Context: an optimization exercise on an open-source flow, tuned for small area. The choices shown serve that exercise and are no tape-out recipe.
Function was checked by simulation only, so behaviour that the tests miss may differ from the original.
Power figures rest on the tool's default switching activity, not on a simulated workload.

== the baseline ==
Design sbr24, start of the top module:
module sbr24 (
    input             clk,
    input             rst,
    input             cmd_valid,
    input      [7:0]  cmd_op,
    input      [31:0] cmd_a,
    input      [31:0] cmd_b,
    output            busy,
    output reg        done,
    output     [3:0]  fault,
    output reg [31:0] res,
    input      [31:0] cnt_us,
    input             dout,
    output reg        sck,
    output reg        ie
);
Size: roughly 150 I/O pins, ~0.015 mm^2 of cells after synthesis.
export LEC_CHECK = 0
export ABC_AREA = 1
export CAP_MARGIN = 20
export CORE_MARGIN = 2
export CORE_UTILIZATION = 50
export PLACE_DENSITY = 0.75
export SLEW_MARGIN = 20
create_clock -name core_clock -period 20.0 [get_ports {clk}]
standard.sh (not shown) runs the stock make flow with config.mk's settings and CLKGATE_MAP_FILE= SYNTH_SCRIPT=/design/flow/synth_recipe.tcl, a recipe that flattens the netlist after the stock synthesis.
==> flow/flow/run.sh <==
#!/bin/bash
# Layout flow: the standard ORFS flow (standard.sh), unchanged except for
#  - the smallest buffer cell (buf_1) for the buffers on the ports;
#  - clock tree synthesis with small clock buffers and no dummy loads.
# Every tool's output goes to the ORFS logs under orfs/ and to standard.log.
set -uo pipefail
W=$(pwd)
rm -rf scripts_mod
mkdir -p scripts_mod
cp -r "$FLOW_HOME"/scripts/. scripts_mod/
cp flow/abc_area.script scripts_mod/abc_area.script
export SCRIPTS_DIR="$W/scripts_mod"
export BUFFER_PORTS_ARGS="-buffer_cell sky130_fd_sc_hd__buf_1"
export CTS_ARGS="-sink_clustering_enable -repair_clock_nets -dont_use_dummy_load -sink_clustering_size 10 -sink_clustering_max_diameter 100 -buf_list {sky130_fd_sc_hd__clkbuf_8}"
bash standard.sh > standard.log 2>&1
==> flow/flow/abc_area.script <==
strash
dch
amap
topo
stime -c
diff inputs: the baseline => the candidate
--- a/flow/design.v
+++ b/flow/design.v
@@ -17,65 +17,65 @@
     localparam [2:0] F_NONE = 3'd0, F_ARG = 3'd1, F_STATE = 3'd2,
                      F_UNBOUND = 3'd3, F_CMD = 3'd4;
     localparam [5:0]
         S_IDLE = 6'd0,
         S_FIN = 6'd1,
         S_EX1 = 6'd2,
         S_D0 = 6'd3,
         S_D1 = 6'd4,
         S_MS0 = 6'd5,
         S_MS1 = 6'd6,
-        S_ROT = 6'd7,
+        S_ROT = 6'd50,
         S_DS = 6'd8,
         S_DU = 6'd16,
         S_PD1 = 6'd10,
-        S_PZ = 6'd11,
-        S_PS = 6'd12,
+        S_PZ = 6'd57,
+        S_PS = 6'd25,
         S_PM = 6'd13,
         S_TC0 = 6'd14,
         S_TC1 = 6'd15,
         S_TC2 = 6'd61,
         S_RES0 = 6'd17,
         S_RES1 = 6'd18,
         S_W0 = 6'd19,
         S_RT0 = 6'd20,
         S_RT1 = 6'd42,
         S_SL0 = 6'd22,
         S_SL1 = 6'd23,
         S_SH0 = 6'd24,
-        S_RDY = 6'd25,
+        S_RDY = 6'd12,
         S_HI = 6'd26,
         S_LO = 6'd27,
-        S_PEND = 6'd50,
-        S_PD3 = 6'd56,
+        S_PEND = 6'd7,
+        S_PD3 = 6'd47,
         S_FA1 = 6'd30,
         S_FA2 = 6'd31,
         S_FA3 = 6'd32,
         S_FA4 = 6'd33,
         S_FA5 = 6'd34,
-        S_AV0 = 6'd35,
+        S_AV0 = 6'd46,
         S_AV1 = 6'd36,
         S_AV2 = 6'd37,
         S_PD4 = 6'd38,
         S_V1 = 6'd39,
         S_V2 = 6'd40,
         S_V3 = 6'd41,
         S_V4 = 6'd21,
         S_V5 = 6'd60,
         S_V6 = 6'd44,
-        S_V7 = 6'd45,
-        S_V8 = 6'd29,
+        S_V7 = 6'd29,
+        S_V8 = 6'd45,
         S_V8B = 6'd49,
         S_V9 = 6'd48,
         S_U2 = 6'd63,
         S_U4 = 6'd28,
-        S_U5 = 6'd57,
+        S_U5 = 6'd11,
         S_U6 = 6'd52,
         S_U7 = 6'd53,
         S_U3 = 6'd54,
         S_PK = 6'd55,
         S_V10 = 6'd59,
         S_TCB = 6'd58;
     localparam [3:0] Y_ZERO = 4'd0, Y_A = 4'd1, Y_B = 4'd2,
                      Y_W = 4'd4, Y_OFF = 4'd6, Y_SC = 4'd7,
                      Y_SM = 4'd8, Y_CNT = 4'd9, Y_EXP = 4'd10, Y_MASK = 4'd11,
                      Y_CONST = 4'd12;
### Flow results
Fraction of the cycle the final worst path needs: lower on the candidate. Delta (the candidate minus the baseline): synthesized area roughly the same; critical path depth decreased 12; clock buffer count from CTS shows an increase of 1; maximum frequency saw an increase. The worst hold slack in the candidate was lower than what the baseline gave. Design area, the candidate and the baseline: higher on the baseline. Compared with the baseline, in the candidate final setup slack of the worst path went up by 0.24 ns; total power rose by about 1.3%.

==> afterwards: timing with drivers on the ports <==
The results above use ideal ports. As a check the final layouts listed here were re-extracted and re-timed, cells and wires unchanged. Step 1: set_driving_cell puts a clkbuf_16 on clk and a buf_2 on each other input, an assumption about the parent block. Step 2 adds t to the input delays and takes it off the output delays; t is the mean of the earliest and latest rising clock arrival at the registers after step 1. Input paths then give back, and output paths get back, about the clock's delay inside the block. Slacks: ideal ports / drivers / drivers and shift; pairs: ideal ports / drivers.
run	t, ns	setup WS [ns]	worst register clock-pin slew, ns	cell pins on the clock port's net
the baseline	0.651	2.689 / 2.710 / 2.058	0.09 / 0.09	1
the candidate	0.629	2.925 / 2.951 / 2.322	0.09 / 0.09	1
After both steps setup and hold are still met in every run listed. The setup slack of the baseline, which loses most, moves by +0.021 ns with the drivers and by -0.631 ns with both steps.
